Context: an optimization exercise on an open-source flow, tuned for small area, a short achievable clock period and few clock cycles. The choices shown serve that exercise and are no tape-out recipe.
Function was checked by simulation only, so behaviour that the tests miss may differ from the original.
No activity file was given, so power comes from the tool's default toggle rates.

==> flow/design.v <==
module vrd_scan (
    input  wire [2:0] shape,    
    input  wire       regime,
    input  wire [5:0] cursor,   
    output wire [2:0] row,
    output wire [2:0] col
);
    reg  [1:0] sel;
    always @(*) begin
        case (shape)
            3'd0:    sel = regime ? 2'd0 : 2'd0;
            3'd3:    sel = regime ? 2'd2 : 2'd1;
            3'd6:    sel = regime ? 2'd1 : 2'd2;
            default: sel = 2'd3;
        endcase
    end
    reg [5:0] rc;
    always @(*) begin
        case ({sel, cursor})
            {2'd0, 6'd0}: rc = {3'd0, 3'd0};
            {2'd0, 6'd1}: rc = {3'd0, 3'd1};
            {2'd0, 6'd2}: rc = {3'd1, 3'd0};
            {2'd0, 6'd3}: rc = {3'd2, 3'd0};
            {2'd0, 6'd4}: rc = {3'd1, 3'd1};
            {2'd0, 6'd5}: rc = {3'd0, 3'd2};
            {2'd0, 6'd6}: rc = {3'd0, 3'd3};
            {2'd0, 6'd7}: rc = {3'd1, 3'd2};
            {2'd0, 6'd8}: rc = {3'd2, 3'd1};
            {2'd0, 6'd9}: rc = {3'd3, 3'd0};
            {2'd0, 6'd10}: rc = {3'd4, 3'd0};
            {2'd0, 6'd11}: rc = {3'd3, 3'd1};
            {2'd0, 6'd12}: rc = {3'd2, 3'd2};
            {2'd0, 6'd13}: rc = {3'd1, 3'd3};
            {2'd0, 6'd14}: rc = {3'd0, 3'd4};
            {2'd0, 6'd15}: rc = {3'd0, 3'd5};
            {2'd0, 6'd16}: rc = {3'd1, 3'd4};
            {2'd0, 6'd17}: rc = {3'd2, 3'd3};
            {2'd0, 6'd18}: rc = {3'd3, 3'd2};
            {2'd0, 6'd19}: rc = {3'd4, 3'd1};
            {2'd0, 6'd20}: rc = {3'd5, 3'd0};
            {2'd0, 6'd21}: rc = {3'd6, 3'd0};
            {2'd0, 6'd22}: rc = {3'd5, 3'd1};
            {2'd0, 6'd23}: rc = {3'd4, 3'd2};
            {2'd0, 6'd24}: rc = {3'd3, 3'd3};
            {2'd0, 6'd25}: rc = {3'd2, 3'd4};
            {2'd0, 6'd26}: rc = {3'd1, 3'd5};
            {2'd0, 6'd27}: rc = {3'd0, 3'd6};
            {2'd0, 6'd28}: rc = {3'd0, 3'd7};
            {2'd0, 6'd29}: rc = {3'd1, 3'd6};
            {2'd0, 6'd30}: rc = {3'd2, 3'd5};
            {2'd0, 6'd31}: rc = {3'd3, 3'd4};
            {2'd0, 6'd32}: rc = {3'd4, 3'd3};
            {2'd0, 6'd33}: rc = {3'd5, 3'd2};
            {2'd0, 6'd34}: rc = {3'd6, 3'd1};
            {2'd0, 6'd35}: rc = {3'd7, 3'd0};
            {2'd0, 6'd36}: rc = {3'd7, 3'd1};
            {2'd0, 6'd37}: rc = {3'd6, 3'd2};
            {2'd0, 6'd38}: rc = {3'd5, 3'd3};
            {2'd0, 6'd39}: rc = {3'd4, 3'd4};
            {2'd0, 6'd40}: rc = {3'd3, 3'd5};
            {2'd0, 6'd41}: rc = {3'd2, 3'd6};
            {2'd0, 6'd42}: rc = {3'd1, 3'd7};
            {2'd0, 6'd43}: rc = {3'd2, 3'd7};
            {2'd0, 6'd44}: rc = {3'd3, 3'd6};
            {2'd0, 6'd45}: rc = {3'd4, 3'd5};
            {2'd0, 6'd46}: rc = {3'd5, 3'd4};
            {2'd0, 6'd47}: rc = {3'd6, 3'd3};
            {2'd0, 6'd48}: rc = {3'd7, 3'd2};
            {2'd0, 6'd49}: rc = {3'd7, 3'd3};
            {2'd0, 6'd50}: rc = {3'd6, 3'd4};
            {2'd0, 6'd51}: rc = {3'd5, 3'd5};
            {2'd0, 6'd52}: rc = {3'd4, 3'd6};
            {2'd0, 6'd53}: rc = {3'd3, 3'd7};
            {2'd0, 6'd54}: rc = {3'd4, 3'd7};
            {2'd0, 6'd55}: rc = {3'd5, 3'd6};
            {2'd0, 6'd56}: rc = {3'd6, 3'd5};
            {2'd0, 6'd57}: rc = {3'd7, 3'd4};
            {2'd0, 6'd58}: rc = {3'd7, 3'd5};
            {2'd0, 6'd59}: rc = {3'd6, 3'd6};
            {2'd0, 6'd60}: rc = {3'd5, 3'd7};
            {2'd0, 6'd61}: rc = {3'd6, 3'd7};
            {2'd0, 6'd62}: rc = {3'd7, 3'd6};
            {2'd0, 6'd63}: rc = {3'd7, 3'd7};
            {2'd1, 6'd0}: rc = {3'd0, 3'd0};
            {2'd1, 6'd1}: rc = {3'd0, 3'd1};
            {2'd1, 6'd2}: rc = {3'd1, 3'd0};
            {2'd1, 6'd3}: rc = {3'd2, 3'd0};
            {2'd1, 6'd4}: rc = {3'd1, 3'd1};
            {2'd1, 6'd5}: rc = {3'd0, 3'd2};
            {2'd1, 6'd6}: rc = {3'd0, 3'd3};
            {2'd1, 6'd7}: rc = {3'd1, 3'd2};
            {2'd1, 6'd8}: rc = {3'd2, 3'd1};
            {2'd1, 6'd9}: rc = {3'd3, 3'd0};
            {2'd1, 6'd10}: rc = {3'd3, 3'd1};
            {2'd1, 6'd11}: rc = {3'd2, 3'd2};
            {2'd1, 6'd12}: rc = {3'd1, 3'd3};
            {2'd1, 6'd13}: rc = {3'd0, 3'd4};
            {2'd1, 6'd14}: rc = {3'd0, 3'd5};
            {2'd1, 6'd15}: rc = {3'd1, 3'd4};
            {2'd1, 6'd16}: rc = {3'd2, 3'd3};
            {2'd1, 6'd17}: rc = {3'd3, 3'd2};
            {2'd1, 6'd18}: rc = {3'd3, 3'd3};
            {2'd1, 6'd19}: rc = {3'd2, 3'd4};
            {2'd1, 6'd20}: rc = {3'd1, 3'd5};
            {2'd1, 6'd21}: rc = {3'd0, 3'd6};
            {2'd1, 6'd22}: rc = {3'd0, 3'd7};
            {2'd1, 6'd23}: rc = {3'd1, 3'd6};
            {2'd1, 6'd24}: rc = {3'd2, 3'd5};
            {2'd1, 6'd25}: rc = {3'd3, 3'd4};
            {2'd1, 6'd26}: rc = {3'd3, 3'd5};
            {2'd1, 6'd27}: rc = {3'd2, 3'd6};
            {2'd1, 6'd28}: rc = {3'd1, 3'd7};
            {2'd1, 6'd29}: rc = {3'd2, 3'd7};
            {2'd1, 6'd30}: rc = {3'd3, 3'd6};
            {2'd1, 6'd31}: rc = {3'd3, 3'd7};
            {2'd2, 6'd0}: rc = {3'd0, 3'd0};
            {2'd2, 6'd1}: rc = {3'd0, 3'd1};
            {2'd2, 6'd2}: rc = {3'd1, 3'd0};
            {2'd2, 6'd3}: rc = {3'd2, 3'd0};
            {2'd2, 6'd4}: rc = {3'd1, 3'd1};
            {2'd2, 6'd5}: rc = {3'd0, 3'd2};
            {2'd2, 6'd6}: rc = {3'd0, 3'd3};
            {2'd2, 6'd7}: rc = {3'd1, 3'd2};
            {2'd2, 6'd8}: rc = {3'd2, 3'd1};
            {2'd2, 6'd9}: rc = {3'd3, 3'd0};
            {2'd2, 6'd10}: rc = {3'd4, 3'd0};
            {2'd2, 6'd11}: rc = {3'd3, 3'd1};
            {2'd2, 6'd12}: rc = {3'd2, 3'd2};
            {2'd2, 6'd13}: rc = {3'd1, 3'd3};
            {2'd2, 6'd14}: rc = {3'd2, 3'd3};
            {2'd2, 6'd15}: rc = {3'd3, 3'd2};
            {2'd2, 6'd16}: rc = {3'd4, 3'd1};
            {2'd2, 6'd17}: rc = {3'd5, 3'd0};
            {2'd2, 6'd18}: rc = {3'd6, 3'd0};
            {2'd2, 6'd19}: rc = {3'd5, 3'd1};
            {2'd2, 6'd20}: rc = {3'd4, 3'd2};
            {2'd2, 6'd21}: rc = {3'd3, 3'd3};
            {2'd2, 6'd22}: rc = {3'd4, 3'd3};
            {2'd2, 6'd23}: rc = {3'd5, 3'd2};
            {2'd2, 6'd24}: rc = {3'd6, 3'd1};
            {2'd2, 6'd25}: rc = {3'd7, 3'd0};
            {2'd2, 6'd26}: rc = {3'd7, 3'd1};
            {2'd2, 6'd27}: rc = {3'd6, 3'd2};
            {2'd2, 6'd28}: rc = {3'd5, 3'd3};
            {2'd2, 6'd29}: rc = {3'd6, 3'd3};
            {2'd2, 6'd30}: rc = {3'd7, 3'd2};
            {2'd2, 6'd31}: rc = {3'd7, 3'd3};
            {2'd3, 6'd0}: rc = {3'd0, 3'd0};
            {2'd3, 6'd1}: rc = {3'd0, 3'd1};
            {2'd3, 6'd2}: rc = {3'd1, 3'd0};
            {2'd3, 6'd3}: rc = {3'd2, 3'd0};
            {2'd3, 6'd4}: rc = {3'd1, 3'd1};
            {2'd3, 6'd5}: rc = {3'd0, 3'd2};
            {2'd3, 6'd6}: rc = {3'd0, 3'd3};
            {2'd3, 6'd7}: rc = {3'd1, 3'd2};
            {2'd3, 6'd8}: rc = {3'd2, 3'd1};
            {2'd3, 6'd9}: rc = {3'd3, 3'd0};
            {2'd3, 6'd10}: rc = {3'd3, 3'd1};
            {2'd3, 6'd11}: rc = {3'd2, 3'd2};
            {2'd3, 6'd12}: rc = {3'd1, 3'd3};
            {2'd3, 6'd13}: rc = {3'd2, 3'd3};
            {2'd3, 6'd14}: rc = {3'd3, 3'd2};
            {2'd3, 6'd15}: rc = {3'd3, 3'd3};
            default: rc = 6'd0;
        endcase
    end
    assign row = regime ? rc[2:0] : rc[5:3];
    assign col = regime ? rc[5:3] : rc[2:0];
endmodule
module vrd (
    input  wire        clk,
    input  wire        rst,           
    input  wire        cmd_valid,
    output wire        cmd_ready,
    input  wire [35:0] cmd_word,
    output wire        rsp_valid,
    input  wire        rsp_ready,
    output wire [35:0] rsp_word,
    output wire        irq,
    output wire        sym_req,
    output wire [1:0]  sym_class,
    output wire        sym_regime,
    input  wire        sym_ack,
    input  wire [3:0]  sym_data,
    output wire        coef_req,
    output wire [2:0]  coef_cs,
    input  wire        coef_ack,
    input  wire        coef_err,
    input  wire        coef_last,
    input  wire [31:0] coef_skip,
    input  wire [31:0] coef_value,
    output wire        itx_req,
    output wire        itx_op,        
    output wire [2:0]  itx_shape,
    output wire        itx_kind,      
    output wire [5:0]  itx_idx,
    output wire [15:0] itx_coef,
    input  wire        itx_ack,
    input  wire [15:0] itx_res,
    output wire        mem_req,
    output wire        mem_we,
    output wire [31:0] mem_addr,
    output wire [7:0]  mem_wdata,
    input  wire        mem_ack,
    input  wire [7:0]  mem_rdata
);
    localparam [3:0] OP_NOP = 4'd0, OP_SETQ = 4'd1, OP_SETCTX = 4'd2, OP_SETBASE = 4'd3,
                     OP_SETSTRIDE = 4'd4, OP_DECBLK = 4'd5, OP_CLRACC = 4'd6,
                     OP_RDREG = 4'd7, OP_RDBLK = 4'd8, OP_CLRERR = 4'd9;
    localparam [2:0] ST_OK = 3'd0, ST_ILLCMD = 3'd1, ST_UNCFG = 3'd2, ST_QZERO = 3'd3,
                     ST_STREAM = 3'd4, ST_REFUSED = 3'd5;
    localparam [2:0] SH_FULL = 3'd0, SH_PAIR8x4 = 3'd3, SH_PAIR4x8 = 3'd6, SH_QUAD = 3'd7;
    reg [7:0]  q_mquant;
    reg        q_halfqp;
    reg        q_pquant;
    reg        c_regime;
    reg [2:0]  c_cs;
    reg        c_patf;
    reg        c_resred;
    reg [31:0] dstbase;
    reg [31:0] dststride;
    reg [3:0]  cfgv;
    reg [23:0] ttacc3;         
    reg        res_valid;      
    reg [6:0]  placed0, placed1, placed2, placed3;
    reg        err;
    reg [2:0]  errcode;
    reg [1:0]  errsub;
    reg [31:0] cmdcnt;
    reg [7:0]  quant;
    reg        scale0;         
    wire [1023:0] blkq;        
    reg        crdy;           
    reg        st_exec;        
    reg [3:0]  op;
    reg [10:0] cd;             
    reg        cd_hi;          
    reg        st_sym, st_pull, st_nsub, st_bub1, st_bub2, st_fin, fin_err, st_rdblk;
    reg        clr_pend;       
    reg        fin_ttout;      
    reg [2:0]  fin_n;          
    reg        r_itx, r_itxop, r_mem, r_memwe;
    reg [1:0]  r_class;
    reg [2:0]  wshape;
    reg [3:0]  wsubpat;
    reg [1:0]  k;
    reg [6:0]  cur;
    reg [5:0]  pidx;           
    reg [5:0]  rsel;           
    reg        lcol;           
    reg [1:0]  astep;          
    reg        r_kind;
    reg [15:0] r_coef;
    reg [31:0] r_addr;
    reg [31:0] r_nrow;         
    reg [8:0]  r_res;          
    reg [7:0]  r_wdata;
    reg        r_rspv;
    reg [34:0] r_rsp;
    reg        we0;
    reg [5:0]  pos0;
    reg [15:0] v0;
    reg [1:0]  k0;
    reg        we1;
    reg [5:0]  cell1;
    reg [15:0] s1, c1;         
    wire st_beat = r_itx & ~r_itxop;
    wire st_res  = r_itx &  r_itxop;
    wire st_mrd  = r_mem & ~r_memwe;
    wire st_mwr  = r_mem &  r_memwe;
    wire d_noshape = cd[3];
    wire d_first   = cd[4];
    wire d_skipblk = cd[5];
    assign cmd_ready  = crdy;
    assign rsp_valid  = r_rspv;
    assign rsp_word   = {1'b0, r_rsp};
    assign irq        = err;
    assign sym_req    = st_sym;
    assign sym_class  = r_class;
    assign sym_regime = c_regime;
    assign coef_req   = st_pull;
    assign coef_cs    = c_cs;
    assign itx_req    = r_itx;
    assign itx_op     = r_itxop;
    assign itx_shape  = wshape;
    assign itx_kind   = r_kind;
    assign itx_idx    = pidx;
    assign itx_coef   = r_coef;
    assign mem_req    = r_mem;
    assign mem_we     = r_memwe;
    assign mem_addr   = r_addr;
    assign mem_wdata  = r_wdata;
    reg [3:0] pat;
    always @(*) begin
        case (wshape)
            SH_FULL:    pat = 4'hF;
            SH_QUAD:    pat = ~wsubpat;
            SH_PAIR8x4: pat = ~{wsubpat[1], wsubpat[1], wsubpat[0], wsubpat[0]};
            default:    pat = ~{wsubpat[1], wsubpat[0], wsubpat[1], wsubpat[0]};
        endcase
    end
    wire [31:0] reg_ttacc  = {1'b0, ttacc3[23:21], 1'b0, ttacc3[20:18], 1'b0, ttacc3[17:15],
                              1'b0, ttacc3[14:12], 1'b0, ttacc3[11:9],  1'b0, ttacc3[8:6],
                              1'b0, ttacc3[5:3],   1'b0, ttacc3[2:0]};
    wire [31:0] reg_result = res_valid ? {16'd0, 1'b1, wsubpat, wshape, 4'd0, pat} : 32'd0;
    wire [31:0] reg_status = {16'd0, cfgv, 2'd0, errsub, 1'b0, errcode, 3'd0, err};
    reg [31:0] regval;
    always @(*) begin
        case (cd[3:0])
            4'd0:    regval = {22'd0, q_pquant, q_halfqp, q_mquant};
            4'd1:    regval = {26'd0, c_resred, c_patf, c_cs, c_regime};
            4'd2:    regval = dstbase;
            4'd3:    regval = dststride;
            4'd4:    regval = reg_ttacc;
            4'd5:    regval = reg_result;
            4'd6:    regval = {1'b0, placed3, 1'b0, placed2, 1'b0, placed1, 1'b0, placed0};
            4'd7:    regval = reg_status;
            4'd8:    regval = cmdcnt;
            default: regval = {8'd0, quant, 7'd0, quant, scale0};
        endcase
    end
    reg rsv;
    always @(*) begin
        case (op)
            OP_SETQ:                  rsv = cd_hi | cd[10];
            OP_SETCTX, OP_RDBLK:      rsv = cd_hi | (|cd[10:6]);
            OP_SETBASE, OP_SETSTRIDE: rsv = 1'b0;
            OP_DECBLK:                rsv = cd_hi | cd[7];
            OP_RDREG:                 rsv = cd_hi | (|cd[10:4]);
            default:                  rsv = cd_hi | (|cd);
        endcase
    end
    wire admitted = (op == OP_NOP) | (op == OP_RDREG) | (op == OP_RDBLK) | (op == OP_CLRERR);
    wire refused  = err & ~admitted;
    wire illegal  = (op >= 4'd10) | rsv | ((op == OP_RDREG) & (cd[3:0] >= 4'd10)) |
                    ((op == OP_DECBLK) & d_noshape & (cd[2:0] != 3'd0));
    wire dec_go   = (op == OP_DECBLK) & (cfgv == 4'b1111) & (q_mquant != 8'd0);
    function [2:0] norm_shape(input [2:0] raw);
        case (raw)
            3'd0:             norm_shape = SH_FULL;
            3'd1, 3'd2, 3'd3: norm_shape = SH_PAIR8x4;
            3'd4, 3'd5, 3'd6: norm_shape = SH_PAIR4x8;
            default:          norm_shape = SH_QUAD;
        endcase
    endfunction
    wire wide = ~wshape[2];                
    reg       has_nxt;
    reg [1:0] nxt_k;
    always @(*) begin
        has_nxt = 1'b0;
        nxt_k   = 2'd0;
        case (wshape)
            SH_PAIR8x4, SH_PAIR4x8: begin
                has_nxt = (k == 2'd0) & ~wsubpat[0];
                nxt_k   = 2'd1;
            end
            SH_QUAD: begin
                if (k == 2'd0 && !wsubpat[2]) begin
                    has_nxt = 1'b1; nxt_k = 2'd1;
                end else if (k <= 2'd1 && !wsubpat[1]) begin
                    has_nxt = 1'b1; nxt_k = 2'd2;
                end else if (k <= 2'd2 && !wsubpat[0]) begin
                    has_nxt = 1'b1; nxt_k = 2'd3;
                end
            end
            default: ;
        endcase
    end
    function [5:0] cell_of(input [2:0] shp, input [1:0] kk, input [5:0] p);
        if (!shp[2])
            cell_of = {p[5] | (shp[0] & kk[0]), p[4:0]};
        else
            cell_of = {p[4] | (shp[0] & kk[1]), p[3:2], kk[0], p[1:0]};
    endfunction
    wire last_idx = wshape == SH_FULL ? (pidx == 6'd63) :
                    wshape == SH_QUAD ? (pidx[3:0] == 4'd15) : (pidx[4:0] == 5'd31);
    wire [5:0] pidx_inc  = pidx + 6'd1;
    wire [5:0] pidx_inc2 = pidx + 6'd2;
    wire inc_last_col = wide ? (pidx_inc[2:0] == 3'd7) : (pidx_inc[1:0] == 2'd3);
    wire [7:0] cur_sum = {1'b0, cur} + {1'b0, coef_skip[6:0]};
    wire       big     = (|coef_skip[31:7]) | cur_sum[7];
    wire       overrun = big | (wshape == SH_FULL ? cur_sum[6] :
                                wshape == SH_QUAD ? (|cur_sum[6:4]) : (|cur_sum[6:5]));
    wire       place   = ~coef_err & ~overrun;
    wire       sub_end = overrun | coef_last;
    reg [6:0] placed_k;
    always @(*) begin
        case (k)
            2'd0: placed_k = placed0;
            2'd1: placed_k = placed1;
            2'd2: placed_k = placed2;
            default: placed_k = placed3;
        endcase
    end
    wire [2:0] scan_row, scan_col;
    vrd_scan u_scan (
        .shape  (wshape),
        .regime (c_regime),
        .cursor (pos0),
        .row    (scan_row),
        .col    (scan_col)
    );
    wire       y0b_0 = (wshape == SH_PAIR8x4 & k0[0]) | (wshape == SH_QUAD & k0[1]);
    wire       x0b_0 = wshape[2] & k0[0];
    wire [5:0] place_cell = {scan_row[2] | y0b_0, scan_row[1:0], scan_col[2] | x0b_0, scan_col[1:0]};
    wire [8:0]  scl = {quant, scale0};
    wire [15:0] pp0 = v0 & {16{scl[0]}};
    wire [15:0] pp1 = {v0[14:0], 1'b0} & {16{scl[1]}};
    wire [15:0] pp2 = {v0[13:0], 2'b0} & {16{scl[2]}};
    wire [15:0] pp3 = {v0[12:0], 3'b0} & {16{scl[3]}};
    wire [15:0] pp4 = {v0[11:0], 4'b0} & {16{scl[4]}};
    wire [15:0] pp5 = {v0[10:0], 5'b0} & {16{scl[5]}};
    wire [15:0] pp6 = {v0[9:0],  6'b0} & {16{scl[6]}};
    wire [15:0] pp7 = {v0[8:0],  7'b0} & {16{scl[7]}};
    wire [15:0] pp8 = {v0[7:0],  8'b0} & {16{scl[8]}};
    function [31:0] csa(input [15:0] a, input [15:0] b, input [15:0] c);
        csa = {a ^ b ^ c, ((a[14:0] & b[14:0]) | (a[14:0] & c[14:0]) | (b[14:0] & c[14:0])), 1'b0};
    endfunction
    wire [31:0] l1a = csa(pp0, pp1, pp2);
    wire [31:0] l1b = csa(pp3, pp4, pp5);
    wire [31:0] l1c = csa(pp6, pp7, pp8);
    wire [31:0] l2a = csa(l1a[31:16], l1a[15:0], l1b[31:16]);
    wire [31:0] l2b = csa(l1b[15:0], l1c[31:16], l1c[15:0]);
    wire [31:0] l3a = csa(l2a[31:16], l2a[15:0], l2b[31:16]);
    wire [31:0] l4a = csa(l3a[31:16], l3a[15:0], l2b[15:0]);
    wire [15:0] q16  = {8'd0, quant};
    wire [15:0] t_u  = s1 + c1;
    wire [31:0] csp  = csa(s1, c1, q16);
    wire [31:0] csm  = csa(s1, c1, ~q16);
    wire [15:0] t_p  = csp[31:16] + csp[15:0];
    wire [15:0] t_m  = csm[31:16] + {csm[15:1], 1'b1};
    wire [15:0] deq_val = q_pquant ? t_u : (t_u[15] ? t_m : t_p);
    wire [63:0] rd_hot = 64'd1 << rsel;
    reg  [15:0] rd_raw;
    integer i;
    always @(*) begin
        rd_raw = 16'd0;
        for (i = 0; i < 64; i = i + 1)
            rd_raw = rd_raw | (blkq[16*i +: 16] & {16{rd_hot[i]}});
    end
    wire [15:0] rd_val = (we1 && cell1 == rsel) ? deq_val : rd_raw;
    wire        y0b = (wshape == SH_PAIR8x4 & k[0]) | (wshape == SH_QUAD & k[1]);
    wire        x0b = wshape[2] & k[0];
    wire [31:0] add_a = (astep == 2'd1) ? dstbase : r_nrow;
    wire [31:0] add_b = (astep == 2'd1) ? {29'd0, x0b, 2'b00} :
                        (astep == 2'd2) ? {dststride[29:0], 2'b00} : dststride;
    wire [31:0] nrow_next = add_a + add_b;
    wire [31:0] addr_inc  = r_addr + 32'd1;
    wire        res_hi = ~itx_res[15] & ((|itx_res[14:8]) | (&itx_res[7:0]));
    wire        res_lo =  itx_res[15] & ~((&itx_res[14:8]) & (|itx_res[7:0]));
    wire [8:0]  res_sat = res_hi ? 9'd255 : res_lo ? 9'h101 : itx_res[8:0];
    wire [9:0]  pix_sum = {2'b00, mem_rdata} + {r_res[8], r_res};
    wire [7:0]  pix_new = pix_sum[9] ? 8'd0 : pix_sum[8] ? 8'd255 : pix_sum[7:0];
    wire        blk_clear = clr_pend;
    wire [15:0] wbus      = deq_val & {16{~blk_clear}};
    reg  [15:0] blk [0:63];
    genvar gc;
    generate
        for (gc = 0; gc < 64; gc = gc + 1) begin : g_cell
            wire we_c = blk_clear | (we1 & (cell1 == gc));
            always @(posedge clk)
                if (we_c)
                    blk[gc] <= wbus;
            assign blkq[16*gc +: 16] = blk[gc];
        end
    endgenerate
    always @(posedge clk) begin
        v0    <= coef_value[15:0];
        pos0  <= cur_sum[5:0];
        k0    <= k;
        cell1 <= place_cell;
        s1    <= l4a[31:16];
        c1    <= l4a[15:0];
    end
    wire slot_free  = ~r_rspv | rsp_ready;
    wire dec_active = st_sym | st_pull | st_nsub | st_bub1 | st_bub2 | st_fin | r_itx | r_mem;
    wire exec_go    = st_exec & ~dec_active & slot_free;
    wire last_wr    = st_mwr & mem_ack & last_idx & ~has_nxt;
    wire finish_ok  = last_wr & slot_free;
    always @(posedge clk) begin
        if (rst) begin
            q_mquant  <= 8'd0;
            q_halfqp  <= 1'b0;
            q_pquant  <= 1'b0;
            c_regime  <= 1'b0;
            c_cs      <= 3'd0;
            c_patf    <= 1'b0;
            c_resred  <= 1'b0;
            dstbase   <= 32'd0;
            dststride <= 32'd0;
            cfgv      <= 4'd0;
            ttacc3    <= 24'd0;
            res_valid <= 1'b0;
            wshape    <= 3'd0;
            wsubpat   <= 4'd0;
            placed0   <= 7'd0;
            placed1   <= 7'd0;
            placed2   <= 7'd0;
            placed3   <= 7'd0;
            err       <= 1'b0;
            errcode   <= 3'd0;
            errsub    <= 2'd0;
            cmdcnt    <= 32'd0;
            quant     <= 8'd0;
            scale0    <= 1'b0;
            crdy      <= 1'b1;
            st_exec   <= 1'b0;
            st_sym    <= 1'b0;
            st_pull   <= 1'b0;
            st_nsub   <= 1'b0;
            st_rdblk  <= 1'b0;
            clr_pend  <= 1'b0;
            st_bub1   <= 1'b0;
            st_bub2   <= 1'b0;
            st_fin    <= 1'b0;
            astep     <= 2'd0;
            r_itx     <= 1'b0;
            r_mem     <= 1'b0;
            r_rspv    <= 1'b0;
            we0       <= 1'b0;
            we1       <= 1'b0;
        end else begin
            we0 <= st_pull & coef_ack & place;
            we1 <= we0;
            if (we0) begin
                case (k0)
                    2'd0: placed0 <= placed0 + 7'd1;
                    2'd1: placed1 <= placed1 + 7'd1;
                    2'd2: placed2 <= placed2 + 7'd1;
                    default: placed3 <= placed3 + 7'd1;
                endcase
            end
            if (r_rspv && rsp_ready)
                r_rspv <= 1'b0;
            if (crdy && cmd_valid) begin
                crdy    <= 1'b0;
                st_exec <= 1'b1;
                op      <= cmd_word[35:32];
                cd      <= cmd_word[10:0];
                cd_hi   <= |cmd_word[31:11];
                rsel    <= cmd_word[5:0];
                if (cmd_word[35:32] == OP_SETBASE && !err) begin
                    dstbase <= cmd_word[31:0];
                    cfgv[2] <= 1'b1;
                end
                if (cmd_word[35:32] == OP_SETSTRIDE && !err) begin
                    dststride <= cmd_word[31:0];
                    cfgv[3]   <= 1'b1;
                end
            end
            clr_pend <= exec_go & ~refused & ~illegal & dec_go;
            if (exec_go) begin
                st_exec <= 1'b0;
                if (refused) begin
                    r_rspv <= 1'b1;
                    r_rsp  <= {ST_REFUSED, reg_status};
                    crdy   <= 1'b1;
                end else if (illegal) begin
                    r_rspv <= 1'b1;
                    crdy   <= 1'b1;
                    if (!err) begin
                        err     <= 1'b1;
                        errcode <= ST_ILLCMD;
                        errsub  <= 2'd0;
                        r_rsp   <= {ST_ILLCMD, 16'd0, cfgv, 2'd0, 2'd0, 1'b0, ST_ILLCMD, 3'd0, 1'b1};
                    end else begin
                        r_rsp   <= {ST_ILLCMD, reg_status};
                    end
                end else if (op == OP_DECBLK) begin
                    if (cfgv != 4'b1111) begin
                        r_rspv  <= 1'b1;
                        crdy    <= 1'b1;
                        err     <= 1'b1;
                        errcode <= ST_UNCFG;
                        errsub  <= 2'd0;
                        r_rsp   <= {ST_UNCFG, 16'd0, cfgv, 2'd0, 2'd0, 1'b0, ST_UNCFG, 3'd0, 1'b1};
                    end else if (q_mquant == 8'd0) begin
                        r_rspv  <= 1'b1;
                        crdy    <= 1'b1;
                        err     <= 1'b1;
                        errcode <= ST_QZERO;
                        errsub  <= 2'd0;
                        r_rsp   <= {ST_QZERO, 16'd0, cfgv, 2'd0, 2'd0, 1'b0, ST_QZERO, 3'd0, 1'b1};
                    end else begin
                        placed0   <= 7'd0;
                        placed1   <= 7'd0;
                        placed2   <= 7'd0;
                        placed3   <= 7'd0;
                        res_valid <= 1'b0;
                        quant     <= q_mquant[7] ? (~q_mquant + 8'd1) : q_mquant;
                        scale0    <= ~q_mquant[7] & q_halfqp;
                        cur       <= 7'd0;
                        fin_ttout <= cd[6];
                        fin_n     <= cd[10:8];
                        fin_err   <= 1'b0;
                        wshape    <= norm_shape(cd[2:0]);
                        if (d_noshape) begin
                            st_sym  <= 1'b1;
                            r_class <= 2'd0;
                        end else begin
                            case (cd[2:0])
                                3'd0: begin
                                    wsubpat <= 4'd0;
                                    k       <= 2'd0;
                                    st_pull <= 1'b1;
                                end
                                3'd7: begin
                                    st_sym  <= 1'b1;
                                    r_class <= 2'd1;
                                end
                                3'd3, 3'd6: begin
                                    st_sym  <= 1'b1;
                                    r_class <= 2'd2;
                                end
                                3'd2, 3'd5: begin
                                    wsubpat <= 4'b0010;
                                    k       <= 2'd1;
                                    st_pull <= 1'b1;
                                end
                                default: begin
                                    wsubpat <= 4'b0001;
                                    k       <= 2'd0;
                                    st_pull <= 1'b1;
                                end
                            endcase
                        end
                    end
                end else if (op == OP_RDBLK) begin
                    r_coef   <= rd_raw;
                    st_rdblk <= 1'b1;
                end else begin
                    r_rspv <= 1'b1;
                    crdy   <= 1'b1;
                    cmdcnt <= cmdcnt + 32'd1;
                    r_rsp  <= {ST_OK, 32'd0};
                    case (op)
                        OP_SETQ: begin
                            q_mquant <= cd[7:0];
                            q_halfqp <= cd[8];
                            q_pquant <= cd[9];
                            cfgv[0]  <= 1'b1;
                        end
                        OP_SETCTX: begin
                            c_regime <= cd[0];
                            c_cs     <= cd[3:1];
                            c_patf   <= cd[4];
                            c_resred <= cd[5];
                            cfgv[1]  <= 1'b1;
                        end
                        OP_CLRACC: ttacc3 <= 24'd0;
                        OP_RDREG:  r_rsp <= {ST_OK, regval};
                        OP_CLRERR: begin
                            err     <= 1'b0;
                            errcode <= 3'd0;
                            errsub  <= 2'd0;
                        end
                        default: ;
                    endcase
                end
            end
            if (st_rdblk) begin
                st_rdblk <= 1'b0;
                r_rspv   <= 1'b1;
                crdy     <= 1'b1;
                cmdcnt   <= cmdcnt + 32'd1;
                r_rsp    <= {ST_OK, {16{r_coef[15]}}, r_coef};
            end
            if (st_sym && sym_ack) begin
                case (r_class)
                    2'd0: begin
                        wshape <= norm_shape(sym_data[2:0]);
                        if (sym_data[2:0] == 3'd0) begin
                            wsubpat <= 4'd0;
                            k       <= 2'd0;
                            st_sym  <= 1'b0;
                            st_pull <= 1'b1;
                        end else if (sym_data[2:0] == 3'd7) begin
                            r_class <= 2'd1;
                        end else if (sym_data[2:0] == 3'd3 || sym_data[2:0] == 3'd6 ||
                                     !d_first || c_patf) begin
                            r_class <= 2'd2;
                        end else begin
                            st_sym  <= 1'b0;
                            st_pull <= 1'b1;
                            if (sym_data[2:0] == 3'd2 || sym_data[2:0] == 3'd5) begin
                                wsubpat <= 4'b0010;
                                k       <= 2'd1;
                            end else begin
                                wsubpat <= 4'b0001;
                                k       <= 2'd0;
                            end
                        end
                    end
                    2'd1: begin
                        wsubpat <= ~sym_data;
                        st_sym  <= 1'b0;
                        st_pull <= |sym_data;
                        st_fin  <= ~(|sym_data);
                        k <= sym_data[3] ? 2'd0 : sym_data[2] ? 2'd1 : sym_data[1] ? 2'd2 : 2'd3;
                    end
                    default: begin
                        wsubpat <= (sym_data[1:0] == 2'd0) ? 4'd0 : {2'd0, sym_data[1:0] ^ 2'b11};
                        st_sym  <= 1'b0;
                        st_pull <= 1'b1;
                        k       <= (sym_data[1:0] == 2'd1) ? 2'd1 : 2'd0;
                    end
                endcase
            end
            if (st_pull) begin
                rsel <= cell_of(wshape, k, 6'd0);
            end
            if (st_pull && coef_ack) begin
                cur   <= cur_sum[6:0] + 7'd1;
                astep <= 2'd1;
                if (coef_err) begin
                    st_pull <= 1'b0;
                    st_fin  <= 1'b1;
                    fin_err <= 1'b1;
                end else if (sub_end) begin
                    st_pull <= 1'b0;
                    st_bub1 <= ~d_skipblk;
                    st_nsub <= d_skipblk;
                end
            end
            if (st_nsub) begin
                st_nsub <= 1'b0;
                if (has_nxt) begin
                    k       <= nxt_k;
                    cur     <= 7'd0;
                    st_pull <= 1'b1;
                end else begin
                    st_fin  <= 1'b1;
                end
            end
            if (astep == 2'd1) begin
                r_nrow <= nrow_next;
                astep  <= 2'd2;
            end
            if (astep == 2'd2) begin
                if (y0b)
                    r_nrow <= nrow_next;
                astep <= 2'd3;
            end
            if (astep == 2'd3) begin
                r_addr <= r_nrow;
                r_nrow <= nrow_next;
                lcol   <= 1'b0;
                astep  <= 2'd0;
            end
            if (st_bub1) begin
                st_bub1 <= 1'b0;
                if (we0 && pos0 == 6'd0) begin
                    st_bub2 <= 1'b1;
                end else begin
                    r_kind  <= we0 ? (placed_k == 7'd0) : (placed_k == 7'd1);
                    r_itx   <= 1'b1;
                    r_itxop <= 1'b0;
                    pidx    <= 6'd0;
                    r_coef  <= rd_val;
                    rsel    <= cell_of(wshape, k, 6'd1);
                end
            end
            if (st_bub2) begin
                st_bub2 <= 1'b0;
                r_kind  <= (placed_k == 7'd1);
                r_itx   <= 1'b1;
                r_itxop <= 1'b0;
                pidx    <= 6'd0;
                r_coef  <= rd_val;
                rsel    <= cell_of(wshape, k, 6'd1);
            end
            if (st_beat && itx_ack) begin
                if (last_idx) begin
                    r_itxop <= 1'b1;
                    pidx    <= 6'd0;
                end else begin
                    pidx    <= pidx_inc;
                    r_coef  <= rd_val;
                    rsel    <= cell_of(wshape, k, pidx_inc2);
                end
            end
            if (st_res && itx_ack) begin
                r_itx   <= 1'b0;
                r_mem   <= 1'b1;
                r_memwe <= 1'b0;
                r_res   <= res_sat;
            end
            if (st_mrd && mem_ack) begin
                r_memwe <= 1'b1;
                r_wdata <= pix_new;
                if (last_idx && !has_nxt)
                    crdy <= 1'b1;
            end
            if (st_mwr && mem_ack) begin
                r_mem <= 1'b0;
                if (!last_idx) begin
                    pidx  <= pidx_inc;
                    lcol  <= inc_last_col;
                    r_itx <= 1'b1;
                    if (lcol) begin
                        r_addr <= r_nrow;
                        r_nrow <= nrow_next;
                    end else begin
                        r_addr <= addr_inc;
                    end
                end else if (has_nxt) begin
                    k       <= nxt_k;
                    cur     <= 7'd0;
                    st_pull <= 1'b1;
                end
            end
            if (last_wr && !slot_free)
                st_fin <= 1'b1;
            if (finish_ok || (st_fin && !fin_err && !we0 && !we1 && slot_free)) begin
                st_fin    <= 1'b0;
                r_rspv    <= 1'b1;
                crdy      <= ~(st_exec | (crdy & cmd_valid));
                res_valid <= 1'b1;
                cmdcnt    <= cmdcnt + 32'd1;
                r_rsp     <= {ST_OK, 16'd0, 1'b1, wsubpat, wshape, 4'd0, pat};
                if (fin_ttout)
                    ttacc3 <= ttacc3 | ({21'd0, wshape} << (fin_n * 3));
            end
            if (st_fin && fin_err && !we0 && !we1 && slot_free) begin
                st_fin <= 1'b0;
                r_rspv <= 1'b1;
                crdy   <= ~(st_exec | (crdy & cmd_valid));
                if (!err) begin
                    err     <= 1'b1;
                    errcode <= ST_STREAM;
                    errsub  <= k;
                    r_rsp   <= {ST_STREAM, 16'd0, cfgv, 2'd0, k, 1'b0, ST_STREAM, 3'd0, 1'b1};
                end else begin
                    r_rsp   <= {ST_STREAM, reg_status};
                end
            end
        end
    end
endmodule
==> flow/flow/run.sh <==
#!/bin/bash
# Layout flow: the standard flow (standard.sh, unchanged synthesis and
# steps) with two changes to how the layout is optimised:
#  - the setup repair aims for 6.6 ns of slack instead of stopping at 0, and
#  - the port buffers are plain buffers (buf_1) instead of delay cells.
# Clock-tree clustering comes from config.mk. Every tool's output is kept:
# make's in make_finish.log, and each ORFS step's in orfs/logs.
set -euo pipefail
bash standard.sh SETUP_SLACK_MARGIN=6.6 "BUFFER_PORTS_ARGS=-buffer_cell sky130_fd_sc_hd__buf_1" finish > make_finish.log 2>&1
==> flow/standard.sh <==
#!/bin/bash
# synth_recipe.tcl (not shown) runs the flow's synth.tcl, then flattens the netlist and writes it again
# the make line also repeats each setting of config.mk as NAME=value (left out here)
make -C /OpenROAD-flow-scripts/flow DESIGN_CONFIG=/design/flow/config.mk WORK_HOME=/design/flow/orfs CLKGATE_MAP_FILE= SYNTH_SCRIPT=/design/flow/synth_recipe.tcl "${@:-finish}"
==> flow/config.mk <==
export PLATFORM = sky130hd
export DESIGN_NAME = vrd
export DESIGN_NICKNAME = vrd
export VERILOG_FILES = /design/flow/design.v
export SDC_FILE = /design/flow/constraint.sdc
export NUM_CORES = 4
export LEC_CHECK = 0
export CAP_MARGIN = 20
export CORE_MARGIN = 2
export CORE_UTILIZATION = 40
export CTS_CLUSTER_DIAMETER = 60
export CTS_CLUSTER_SIZE = 30
export SLEW_MARGIN = 20
export SYNTH_MEMORY_MAX_BITS = 16384
==> flow/constraint.sdc <==
create_clock -name core_clock -period 10.0 [get_ports {clk}]
set_input_delay 2.0000 -clock core_clock [delete_from_list [all_inputs] [get_ports {clk}]]
set_output_delay 2.0000 -clock core_clock [all_outputs]
set_load 0.01 [all_outputs]
==> results of run 1 <==
placed cells by master (no fill, tap or decap), drive strengths merged, types with 40 or more instances in the layout:
cell / count
inv: 240
nor4: 60
edfxtp: 1204
a21o: 77
clkbuf: 139
a211oi: 41
nand3: 95
nor2: 451
and2: 122
nor3: 95
a21oi: 274
xor2: 54
nand2b: 40
a31oi: 51
buf: 646
dfxtp: 265
clkinv: 47
nor2b: 44
mux2i: 88
xnor2: 96
a22oi: 553
o21ai: 158
fa: 85
mux2: 47
ha: 139
nand2: 498
nand4: 94
how the worst max path moves through the flow:
stage	start	end	depth (start not counted)
4_1_cts	rsp_ready	cmdcnt[13]	12
5_1_grt	coef_skip[0]	st_pull	12
6_report	r_rsp[33]	rsp_word[33]	1
3_5_place_dp	rsp_ready	cmdcnt[11]	11
2_1_floorplan	rsp_ready	cmdcnt[22]	10
3_3_place_gp	rsp_ready	cmdcnt[11]	11
power groups by stage:
stage               Sequential (uW)  Combinational [uW]  Clock, uW
detailed placement             7020                1290          0
CTS                            6850                1550       4930
global placement               7020                1270          0
floorplan                      6910                 927          0
global route                   6860                1800       5140
finish                         6850                1690       4910
state kept, by name, summed over array words and instances (netlist names), 8 cells and up:
register and count:
r_coef 16, r_res 9, v0 16, ttacc3 24, blk 1024, cmdcnt 32
s1 16, r_wdata 8, dststride 32, r_rsp 35, cd 11, q_mquant 8
dstbase 32, r_addr 32, r_nrow 32, c1 11, quant 8
area by class of cell:
class,count,area share [%]
tap,2204,3.40
clock buffer,115,3.46
timing repair buffer,673,6.76
antenna,15,0.0463
inverter,207,0.984
clock inverter,91,1.51
sequential,1469,51.3
multi-input combinational,3594,32.5
per-stage QoR:
stage                     worst slack (ns)  power [uW]  instance area [um^2]
after CTS                             6.33       13300                 79200
after detailed placement              4.95        8310                 72100
after global routing                  6.35       13800                 81000
after floorplan                       5.99        7840                 68100
after global placement                4.92        8290                 72100
final                                 6.41       13400                 81000
cell families after synthesis:
logic type | count (synthesis)
fa+ha+maj | 225
flops | 1469
mux | 136
simple gates | 1651
other cells | 1
compound gates | 1431
xor+xnor | 150
buf+inv | 492
metal layers:
layer | GRT usage (%) | part of all wire, %
met2 | 42.9 | 43
met4 | 17.4 | 7.1
met5 | 0 | 0.014
met1 | 39.5 | 37
met3 | 8.04 | 13
repair_timing:
| action | CTS | global route |
|---|---|---|
| endpoints found under the setup margin | 1356 | 1280 |
| cloned | 10 | 17 |
| hold buffers | 0 | 0 |
| buffers inserted | 164 | 68 |
| pin swaps | 85 | 115 |
| resized for setup | 366 | 205 |
==> results.json, run 1 <==
{
  "die_h_um": 414,
  "switchingPower_uw": 3750,
  "maxSlewViolCount": 0,
  "synthFlopType": "edfxtp_1",
  "areaGrowthSynthToFinish_pct": 20.4,
  "critPathRequiredTime_ns": 8.00,
  "fin_crit_sh_pct": 35.9,
  "drv_cap": 0,
  "nFillCells": 14600,
  "avgSynthCellArea_um2": 12.1,
  "synth_top_family_by_area": "compound AO/OA/AOI/OAI gates",
  "drtAntennaViolNets": 0,
  "clk_latency_ns": 0.82,
  "numPortBuffers": 237,
  "drc_errors": 0,
  "pwr-share-comb_pct": 12.5,
  "dpl.hpwl_mm": 163,
  "yosys.area_share.simple_pct": 11.8,
  "crit_buf_inv": 1,
  "synth_compound_area_share_pct": 14.6,
  "htreeDepth": 3,
  "dieWidth_um": 414,
  "tritoncts": "yes",
  "cp_top_family": "flip-flops",
  "cts_root_buf": "clkbuf_16",
  "synth_area_leaders": "edfxtp_1 (54%), dfxtp_1 (7.9%), a22oi_1 (6.2%)",
  "hp-start": "ttacc3[14]",
  "regToRegSetupSlack_ns": 6.42,
  "p_seq_share_pct": 50.9,
  "wl_per_cell_um": 31.8,
  "grt_usage_pct": 29.5,
  "synthTopCellsByCount": "edfxtp_1 (1204), a22oi_1 (552), nand2_1 (498), nor2_1 (451), a21oi_1 (274)",
  "setup_viol": 0,
  "synth_area_um2": 67300,
  "p_leak_uw": 0.0293,
  "synth_nets": 5917,
  "cts_made_buffers": 108,
  "seqCellArea_um2": 41600,
  "grt_pass1_vias": 47700,
  "start_util_pct": 40.3,
  "fmax_mhz": 279,
  "drt_iter0_markers": 7985,
  "switching_share_pct": 27.9,
  "max_slew.worst_pin.slew_ns": 1.23,
  "status": "complete, no violations",
  "holdPathEnd": "ttacc3[14]",
  "hold_class": "flop to flop",
  "drive_above_1_share_pct": 18.9,
  "ys_ff_latch": 1469,
  "synthDominantCellAreaShare_pct": 53.7,
  "synth_async_sr_flop_share_pct": 0,
  "intPower_uw": 9690,
  "worstPathCellList": "buf_1",
  "synth_edf_count": 1204,
  "fp-row-count": 150,
  "antenna_found_initial": 11,
  "synth-seq-area-share_pct": 61.6,
  "path_clk_slew_ns": 0.08,
  "rsz0062_at_grt": "true",
  "final_cell_count_no_fill": 8368,
  "ys_types": 92,
  "synth-xor-area-share_pct": 1.95,
  "max_stage_delay_ns": 0.61,
  "powerDensity_nw_per_um2": 166,
  "clkPwrFrac_pct": 36.5,
  "cp_max_fo": 1,
  "via_per_inst": 6.27,
  "grt_max_degree": 115,
  "reg2reg_from": "astep[1]",
  "firstDrtPassIters": 9,
  "holdPathStages": 2,
  "grt_overflow_total": 0,
  "finalHoldViolCount": 0,
  "synth_fa_ha_area_share_pct": 5.13,
  "timing_worst_setup_path_type": "flop to output port",
  "syn_inst": 5555,
  "final_nets": 6415,
  "ios": 255,
  "clk_path_buf_depth": 3,
  "final_util_pct": 48.5,
  "multi_input_area_um2": 26400,
  "min_period_ns": 3.59,
  "cp_slowest_cell": "edfxtp_1",
  "critPathCaptureType": "output port",
  "r2r_cells": 15,
  "cts.sinks": 1469,
  "yosys_warnings": 3,
  "synth_mux_area_share_pct": 2.13,
  "synth.most_common_cell": "edfxtp_1",
  "place_congestion": 0.944,
  "arrival_ns": 1.59,
  "grt_pass1_wl_mm": 362,
  "drt_wl_total_mm": 266,
  "dieArea_um2": 171000,
  "skew_ns": 0.0885,
  "dp.cells": 7886,
  "whs_ns": 0.476,
  "yosysTopAreaCell": "edfxtp_1",
  "core_area_um2": 167000,
  "slew-limit-headroom_pct": 18.0,
  "start_kind": "flop",
  "finalSetupTns_ns": 0,
  "ir_drop_v": 0.000154,
  "r2r-end": "r_nrow[28]",
  "vias": 52500
}
Testbench counts, summed over its fixed seeds: cycles 127,797.
==> run 2, diff against run 1 <==
--- a/flow/design.v
+++ b/flow/design.v
@@ -245,6 +245,7 @@
     reg [3:0]  wsubpat;
     reg [1:0]  k;
     reg [6:0]  cur;
+    reg [6:0]  remc;           
     reg [5:0]  pidx;           
     reg [5:0]  rsel;           
     reg        lcol;           
@@ -377,10 +378,11 @@
     wire [5:0] pidx_inc  = pidx + 6'd1;
     wire [5:0] pidx_inc2 = pidx + 6'd2;
     wire inc_last_col = wide ? (pidx_inc[2:0] == 3'd7) : (pidx_inc[1:0] == 2'd3);
-    wire [7:0] cur_sum = {1'b0, cur} + {1'b0, coef_skip[6:0]};
-    wire       big     = (|coef_skip[31:7]) | cur_sum[7];
-    wire       overrun = big | (wshape == SH_FULL ? cur_sum[6] :
-                                wshape == SH_QUAD ? (|cur_sum[6:4]) : (|cur_sum[6:5]));
+    function [6:0] cap_of(input [2:0] shp);
+        cap_of = (shp == SH_FULL) ? 7'd64 : (shp == SH_QUAD) ? 7'd16 : 7'd32;
+    endfunction
+    wire [6:0] cur_sum = cur + coef_skip[6:0];
+    wire       overrun = (|coef_skip[31:7]) | (coef_skip[6:0] >= remc);
     wire       place   = ~coef_err & ~overrun;
     wire       sub_end = overrun | coef_last;
     reg [6:0] placed_k;
@@ -441,10 +443,9 @@
     wire [15:0] rd_val = (we1 && cell1 == rsel) ? deq_val : rd_raw;
     wire        y0b = (wshape == SH_PAIR8x4 & k[0]) | (wshape == SH_QUAD & k[1]);
     wire        x0b = wshape[2] & k[0];
-    wire [31:0] add_a = (astep == 2'd1) ? dstbase : r_nrow;
-    wire [31:0] add_b = (astep == 2'd1) ? {29'd0, x0b, 2'b00} :
-                        (astep == 2'd2) ? {dststride[29:0], 2'b00} : dststride;
-    wire [31:0] nrow_next = add_a + add_b;
+    wire [31:0] add_b = (astep == 2'd2) ? {dststride[29:0], 2'b00} : dststride;
+    wire [31:0] nrow_next = r_nrow + add_b;
+    wire [31:0] base_x0   = x0b ? {dstbase[31:2] + 30'd1, dstbase[1:0]} : dstbase;
     wire [31:0] addr_inc  = r_addr + 32'd1;
     wire        res_hi = ~itx_res[15] & ((|itx_res[14:8]) | (&itx_res[7:0]));
     wire        res_lo =  itx_res[15] & ~((&itx_res[14:8]) & (|itx_res[7:0]));
@@ -592,6 +593,7 @@
                         cur       <= 7'd0;
                         fin_ttout <= cd[6];
                         fin_n     <= cd[10:8];
+                        remc      <= cap_of(norm_shape(cd[2:0]));
                         fin_err   <= 1'b0;
                         wshape    <= norm_shape(cd[2:0]);
                         if (d_noshape) begin
@@ -669,6 +671,7 @@
                 case (r_class)
                     2'd0: begin
                         wshape <= norm_shape(sym_data[2:0]);
+                        remc   <= cap_of(norm_shape(sym_data[2:0]));
                         if (sym_data[2:0] == 3'd0) begin
                             wsubpat <= 4'd0;
                             k       <= 2'd0;
@@ -692,6 +695,7 @@
                         end
                     end
                     2'd1: begin
+                        remc    <= 7'd16;
                         wsubpat <= ~sym_data;
                         st_sym  <= 1'b0;
                         st_pull <= |sym_data;
@@ -710,7 +714,8 @@
                 rsel <= cell_of(wshape, k, 6'd0);
             end
             if (st_pull && coef_ack) begin
-                cur   <= cur_sum[6:0] + 7'd1;
+                cur   <= cur_sum + 7'd1;
+                remc  <= remc - coef_skip[6:0] - 7'd1;
                 astep <= 2'd1;
                 if (coef_err) begin
                     st_pull <= 1'b0;
@@ -727,13 +732,14 @@
                 if (has_nxt) begin
                     k       <= nxt_k;
                     cur     <= 7'd0;
+                    remc    <= cap_of(wshape);
                     st_pull <= 1'b1;
                 end else begin
                     st_fin  <= 1'b1;
                 end
             end
             if (astep == 2'd1) begin
-                r_nrow <= nrow_next;
+                r_nrow <= base_x0;
                 astep  <= 2'd2;
             end
             if (astep == 2'd2) begin
@@ -806,6 +812,7 @@
                 end else if (has_nxt) begin
                     k       <= nxt_k;
                     cur     <= 7'd0;
+                    remc    <= cap_of(wshape);
                     st_pull <= 1'b1;
                 end
             end
==> flow/flow/run.sh (replaced) <==
#!/bin/bash
# Layout flow: the standard flow (standard.sh, unchanged synthesis and
# steps) with two changes to how the layout is optimised:
#  - the setup repair aims for 6.5 ns of slack instead of stopping at 0, and
#  - the port buffers are plain buffers (buf_2) instead of delay cells.
# Clock-tree clustering comes from config.mk. Every tool's output is kept:
# make's in make_finish.log, and each ORFS step's in orfs/logs.
set -euo pipefail
bash standard.sh SETUP_SLACK_MARGIN=6.5 "BUFFER_PORTS_ARGS=-buffer_cell sky130_fd_sc_hd__buf_2" finish > make_finish.log 2>&1
==> run 2 against run 1 <==
Effect of this change: setup slack got worse by 0.092 ns; highest routed layer unchanged; via count increased by 2.8%; combinational power fell by 44%; hold slack gained 0.0015 ns; clock-buffer cell count decreased by 2; global-route usage rose by 0.88 points; power is 5.9% lower; sequential cell count increased by 6; critical path type is now flop to flop; largest cell class unchanged; register-to-register slack worse by 0.099 ns.
==> results.json, run 2 <==
{
  "synth.most_common_cell": "edfxtp_1",
  "critPathCaptureType": "flop",
  "dp.cells": 8051,
  "drv_cap": 0,
  "multi_input_area_um2": 27100,
  "finalHoldViolCount": 0,
  "synthTopCellsByCount": "edfxtp_1 (1210), a22oi_1 (542), nand2_1 (510), nor2_1 (414), a21oi_1 (279)",
  "maxSlewViolCount": 0,
  "top_register": "blk",
  "place_congestion": 0.946,
  "synth_area_leaders": "edfxtp_1 (53%), dfxtp_1 (7.7%), a22oi_1 (5.9%)",
  "switchingPower_uw": 3350,
  "fmax_mhz": 272,
  "ios": 255,
  "arrival_ns": 4.16,
  "wl_per_cell_um": 32.5,
  "switching_share_pct": 26.5,
  "synth_area_um2": 68600,
  "final_nets": 6530,
  "start_kind": "flop",
  "drt_iter0_markers": 8598,
  "drtAntennaViolNets": 0,
  "p_leak_uw": 0.0295,
  "status": "complete, no violations",
  "path_clk_slew_ns": 0.08,
  "rsz0062_at_grt": "true",
  "grt_pass1_vias": 48900,
  "dieWidth_um": 418,
  "grt_usage_pct": 30.4,
  "synth-seq-area-share_pct": 60.7,
  "numPortBuffers": 237,
  "fp-row-count": 151,
  "clkPwrFrac_pct": 39.5,
  "dieArea_um2": 175000,
  "intPower_uw": 9300,
  "largest_register_ffs": 1024,
  "synth_edf_count": 1210,
  "slew-limit-headroom_pct": 14.1,
  "syn_inst": 5722,
  "total_power_uw": 12700,
  "cts_root_buf": "clkbuf_16",
  "areaGrowthSynthToFinish_pct": 19.3,
  "seqCellArea_um2": 41700,
  "clk_path_buf_depth": 3,
  "synthDominantCellAreaShare_pct": 53.0,
  "cts.hold.buffers_added": 0,
  "largestRegisters": "blk: 1024 flops, r_rsp: 35 flops",
  "via_per_inst": 6.37,
  "start_util_pct": 40.4,
  "final_util_pct": 48.2,
  "clk_latency_ns": 0.82,
  "ir_drop_v": 0.000169,
  "nFillCells": 14900,
  "htreeDepth": 3,
  "p_seq_share_pct": 53.0,
  "die_h_um": 418,
  "skew_ns": 0.0973,
  "mostFrequentLayoutCells": "edfxtp_1 (1210), a22oi_1 (542), nand2_1 (502), nor2_1 (368), buf_4 (273)",
  "tritoncts": "yes",
  "critPathRequiredTime_ns": 10.48,
  "vias": 54000,
  "synth_nets": 6096,
  "firstDrtPassIters": 8,
  "grt_pass1_wl_mm": 376,
  "final_cell_count_no_fill": 8482,
  "ys_types": 91,
  "antenna_found_initial": 15,
  "max_slew.worst_pin.slew_ns": 1.28,
  "whs_ns": 0.478,
  "synthFlopType": "edfxtp_1",
  "ys_ff_latch": 1475,
  "fin_crit_sh_pct": 36.8,
  "layout_commonest_cell": "edfxtp_1",
  "core_area_um2": 170000,
  "drt_wl_total_mm": 276,
  "timing_worst_setup_path_type": "flop to flop",
  "min_period_ns": 3.68,
  "dpl.hpwl_mm": 171,
  "hold_class": "flop to flop",
  "powerDensity_nw_per_um2": 155,
  "drive_above_1_share_pct": 19.7,
  "drc_errors": 0,
  "grt_max_degree": 121,
  "yosysTopAreaCell": "edfxtp_1",
  "synth_async_sr_flop_share_pct": 0,
  "yosys_warnings": 3,
  "setup_viol": 0,
  "cts.sinks": 1475,
  "cts_made_buffers": 110,
  "avgSynthCellArea_um2": 12.0,
  "pwr-share-comb_pct": 7.5,
  "cp_max_fo": 8,
  "grt_overflow_total": 0,
  "finalSetupTns_ns": 0
}
## run 2: cell types whose count changed after synthesis, sizes merged, moves of 13 or more
cell	change
nand2	+13
clkbuf	+22
mux2i	-17
and3	+18
nor2	-37
o211ai	+25
nand3	+16
nor3	+25
xnor2	+19
o21ai	+46
nor2b	-13
## run 2: timing repair
item | 4_1_cts | 5_1_grt
pin swaps | 58 | 74
gates resized for setup | 226 | 141
buffers inserted | 118 | 59
endpoints found under the setup margin | 1217 | 1121
cloned | 14 | 19
## run 2: stage by stage
step | worst slack (ns) | cell area, um^2
after detailed placement | 5.13 | 73800
after floorplan | 6.20 | 69300
after CTS | 6.39 | 80300
after global placement | 5.13 | 73800
final | 6.32 | 81800
after global routing | 6.26 | 81800
## run 2: path summary, 6_finish.rpt
path,start,end,slack [ns],depth (start not counted)
worst max-delay path,c1[5],blk[39][15],6.32,16
worst min-delay path,ttacc3[10],ttacc3[10],0.48,2
worst max register to register,c1[5],blk[39][15],6.32,16
worst min register to register,ttacc3[10],ttacc3[10],0.48,2
## run 2: area by class of cell
type / instances / area share [%]
well taps: 2218 / 3.39
repair buffers: 614 / 6.50
flip-flops and latches: 1475 / 51.0
diodes: 10 / 0.0306
multi-input cells: 3737 / 33.1
clock inverters: 97 / 1.53
clock buffers: 113 / 3.43
inverters: 218 / 1.03
## run 2: kinds of logic after synthesis
family,after synthesis,share of synthesized area [%]
AOI/OAI and AO/OA,1510,15.1
DFF,1475,60.7
and+or+nand+nor,1689,12.0
buffers and inverters,513,2.82
xor gates and xnor gates,176,2.25
other,1,0.00547
adders and majority gates,237,5.26
muxes,121,1.94
## run 2: power groups by stage
| stage | Sequential [uW] | Clock (uW) | Combinational, uW |
|---|---|---|---|
| 6_report | 6710 | 5000 | 951 |
| 3_3_place_gp | 6860 | 0 | 800 |
| 3_5_place_dp | 6860 | 0 | 813 |
| 4_1_cts | 6710 | 5020 | 883 |
| 2_1_floorplan | 6800 | 0 | 499 |
| 5_1_grt | 6720 | 5230 | 998 |
## run 2: critical path: stages, from the launching register on
cell,delay (ns)
dfxtp_2,0.37
inv_2,0.06
fa_2,0.62
inv_2,0.06
ha_4,0.27
buf_4,0.11
o21a_1,0.16
o31ai_4,0.10
a21oi_2,0.21
a31oi_2,0.15
a21oi_2,0.20
a31oi_1,0.12
xnor2_1,0.27
o22ai_2,0.14
nor2b_4,0.16
buf_12,0.23
buf_16,0.17
## run 2: layer usage
layer  share of wire, %  vias to the layer above  wire length, um  track usage, %
met3                 14                      717            37400            9.21
met5              0.016                        -               44               0
met4                6.5                        8            17800            16.0
met1                 37                    27000           103000            40.0
li1                   -                    22600                -               -
met2                 43                     3696           118000            45.0
Testbench counts of run 2, summed over its fixed seeds: cycles 127,797.
==> run 3, diff against run 2 <==
--- a/flow/config.mk
+++ b/flow/config.mk
@@ -10,5 +10,6 @@
 export CORE_UTILIZATION = 40
 export CTS_CLUSTER_DIAMETER = 60
 export CTS_CLUSTER_SIZE = 30
+export GPL_TIMING_DRIVEN = 1
 export SLEW_MARGIN = 20
 export SYNTH_MEMORY_MAX_BITS = 16384
==> run 3 against run 2 <==
Effect of this change: global-route usage unchanged; fmax unchanged; power did not move; sequential power about the same; utilization is the same; routed wire length stayed put; die area did not move; design area stayed put; setup slack unchanged; first-iteration DRC count unchanged; sequential share of layout area unchanged; synthesized cell count unchanged; critical path type unchanged; highest routed layer unchanged.
==> results.json, run 3 <==
{
  "status": "complete, no violations",
  "final_nets": 6530,
  "r2r_cells": 16,
  "fmax_mhz": 272,
  "ir_drop_v": 0.000169,
  "finalSetupTns_ns": 0,
  "synth_edf_count": 1210,
  "antenna_found_initial": 15,
  "grt_overflow_total": 0,
  "synth_nets": 6096,
  "dpl.hpwl_mm": 171,
  "place_congestion": 0.946,
  "slew-limit-headroom_pct": 14.1,
  "reg2reg_from": "c1[5]",
  "layout_commonest_cell": "edfxtp_1",
  "syn_inst": 5722,
  "cp_max_fo": 8,
  "arrival_ns": 4.16,
  "largestRegisters": "blk: 1024 flops, r_rsp: 35 flops",
  "synthFlopType": "edfxtp_1",
  "synth_async_sr_flop_share_pct": 0,
  "tritoncts": "yes",
  "setup_viol": 0,
  "hold_class": "flop to flop",
  "drv_cap": 0,
  "ios": 255,
  "finalHoldViolCount": 0,
  "wl_per_cell_um": 32.5,
  "dp.cells": 8051,
  "start_kind": "flop",
  "busiest_layer": "met2",
  "areaGrowthSynthToFinish_pct": 19.3,
  "via_per_inst": 6.37,
  "path_clk_slew_ns": 0.08,
  "synthTopCellsByCount": "edfxtp_1 (1210), a22oi_1 (542), nand2_1 (510), nor2_1 (414), a21oi_1 (279)",
  "fin_crit_sh_pct": 36.8,
  "yosysTopAreaCell": "edfxtp_1",
  "drt_iter0_markers": 8598,
  "ys_ff_latch": 1475,
  "htreeDepth": 3,
  "mostFrequentLayoutCells": "edfxtp_1 (1210), a22oi_1 (542), nand2_1 (502), nor2_1 (368), buf_4 (273)",
  "cts_root_buf": "clkbuf_16",
  "final_cell_count_no_fill": 8482,
  "worstPathCellList": "inv_2 -> fa_2 -> inv_2 -> ha_4 -> buf_4 -> o21a_1 -> o31ai_4 -> a21oi_2 -> a31oi_2 -> a21oi_2 -> a31oi_1 -> xnor2_1 -> o22ai_2 -> nor2b_4 -> buf_12 -> buf_16",
  "holdPathStages": 2,
  "timing_worst_setup_path_type": "flop to flop",
  "powerDensity_nw_per_um2": 155,
  "grt_pass1_vias": 48900,
  "hp-start": "ttacc3[10]",
  "maxSlewViolCount": 0,
  "drt_wl_total_mm": 276,
  "yosys_warnings": 3,
  "fp-row-count": 151,
  "whs_ns": 0.478,
  "die_h_um": 418,
  "synthDominantCellAreaShare_pct": 53.0,
  "firstDrtPassIters": 8,
  "drc_errors": 0,
  "cp_slowest_cell": "fa_2",
  "min_period_ns": 3.68,
  "nFillCells": 14900,
  "grtUsageMet1_pct": 40.0,
  "drive_above_1_share_pct": 19.7,
  "use_met2_pct": 45.0,
  "rsz0062_at_grt": "true",
  "dieWidth_um": 418,
  "max_slew.worst_pin.slew_ns": 1.28,
  "synth_area_um2": 68600,
  "critPathRequiredTime_ns": 10.48,
  "cts_made_buffers": 110,
  "largest_register_ffs": 1024,
  "cts.hold.buffers_added": 0,
  "cts.sinks": 1475,
  "grt_pass1_wl_mm": 376,
  "synth.most_common_cell": "edfxtp_1",
  "ys_types": 91,
  "top_register": "blk",
  "drtAntennaViolNets": 0,
  "skew_ns": 0.0973,
  "start_util_pct": 40.4,
  "r2r-end": "blk[39][15]",
  "clk_latency_ns": 0.82,
  "synth-seq-area-share_pct": 60.7,
  "p_leak_uw": 0.0295,
  "vias": 54000,
  "grt.met3_usage_pct": 9.21,
  "dieArea_um2": 175000,
  "core_area_um2": 170000,
  "max_stage_delay_ns": 0.62,
  "regToRegSetupSlack_ns": 6.32,
  "numPortBuffers": 237,
  "grt_max_degree": 121,
  "holdPathEnd": "ttacc3[10]",
  "clk_path_buf_depth": 3,
  "synth_area_leaders": "edfxtp_1 (53%), dfxtp_1 (7.7%), a22oi_1 (5.9%)",
  "critPathCaptureType": "flop",
  "avgSynthCellArea_um2": 12.0,
  "grt_usage_pct": 30.4
}
-- run 3: cell counts in the layout (fill, tap and decap cells not counted) --
No cell type changed its count.
-- run 3: cells by family (layout without fill, tap and decap cells) --
| family | after synthesis | count (layout) | synth area share (%) |
|---|---|---|---|
| AOI/OAI and AO/OA | 1510 | 1510 | 15.1 |
| xor gates and xnor gates | 176 | 176 | 2.25 |
| adders and majority gates | 237 | 237 | 5.26 |
| buffers and inverters | 513 | 1042 | 2.82 |
| DFF | 1475 | 1475 | 60.7 |
| muxes | 121 | 121 | 1.94 |
| other | 1 | 11 | 0.00547 |
| and+or+nand+nor | 1689 | 1692 | 12.0 |
-- run 3: worst max-delay path by stage --
| stage | from | to | cells past startpoint |
|---|---|---|---|
| floorplan | mem_rdata[0] | r_wdata[0] | 12 |
| detailed placement | quant[2] | blk[37][12] | 14 |
| finish | c1[5] | blk[39][15] | 16 |
| global route | c1[5] | blk[45][13] | 18 |
| global placement | quant[2] | blk[52][12] | 14 |
| CTS | s1[5] | blk[9][14] | 15 |
-- run 3: worst max-delay path, delay by kind of cell (launching register included) --
family | cells | cell delay, ns
fa+ha+maj | 2 | 0.89
xor+xnor | 1 | 0.27
buf+inv | 5 | 0.63
flops | 1 | 0.37
compound gates | 7 | 1.08
simple gates | 1 | 0.16
-- run 3: what timing repair did --
action                                  in CTS  in global routing
pin swaps                                   58                 74
endpoints found under the setup margin    1217               1121
endpoints found under the hold margin        0                  0
resized for setup                          226                141
setup buffers                              118                 59
gates cloned                                14                 19
-- run 3: where the power goes --
part | switching (uW) | internal (uW) | leakage [uW]
logic | 625 | 326 | 0.0144
registers | 93.1 | 6610 | 0.0131
clock network | 2630 | 2360 | 0.00196
-- run 3: layer usage --
metal  share of wire (%)  routed length [um]
met5               0.016                  44
met4                 6.5               17800
met3                  14               37400
met2                  43              118000
met1                  37              103000
-- run 3: cell type report --
class                      count  area (um^2)  share of cell area, %
inverter                     218          845                   1.03
tap                         2218         2780                   3.39
sequential                  1475        41700                   51.0
multi-input combinational   3737        27100                   33.1
timing repair buffer         614         5320                   6.50
clock inverter                97         1250                   1.53
clock buffer                 113         2810                   3.43
antenna                       10         25.0                 0.0306
-- run 3: through the flow --
stage / instance area (um^2) / total power (uW) / util, % / setup slack [ns]
3_5_place_dp: 73800 / 7680 / 43.5 / 5.13
3_3_place_gp: 73800 / 7660 / 43.4 / 5.13
4_1_cts: 80300 / 12600 / 47.2 / 6.39
2_1_floorplan: 69300 / 7300 / - / 6.20
5_1_grt: 81800 / 12900 / 48.2 / 6.26
6_report: 81800 / 12700 / 48.2 / 6.32

## separate check: timing with driven ports
No port has a modelled driver above. Below, the same layouts with a new extraction and two added sets of constraints. Step 1 sets driving cells, clkbuf_16 on the clock port and buf_2 on the other inputs (assumed; they add their load-dependent delay and slew). Step 2 also shifts input and output timing later by t, the mid clock arrival at the registers, as if the neighbouring blocks saw the same clock. Three values: ideal ports, drivers, drivers and shift; two values: the first two.
| run | t (ns) | slack for setup (ns) | worst slew at a driven data input, ns |
|---|---|---|---|
| run 1 | 0.861 | 6.414 / 6.330 / 5.632 | 0.16 |
| run 2 | 0.845 | 6.321 / 6.321 / 5.720 | 0.19 |
| run 3 | 0.845 | 6.321 / 6.321 / 5.720 | 0.19 |
After both steps every run listed still meets setup and hold. For run 1, which loses most, drivers alone change the setup slack by -0.084 ns; drivers and shift together by -0.782 ns.
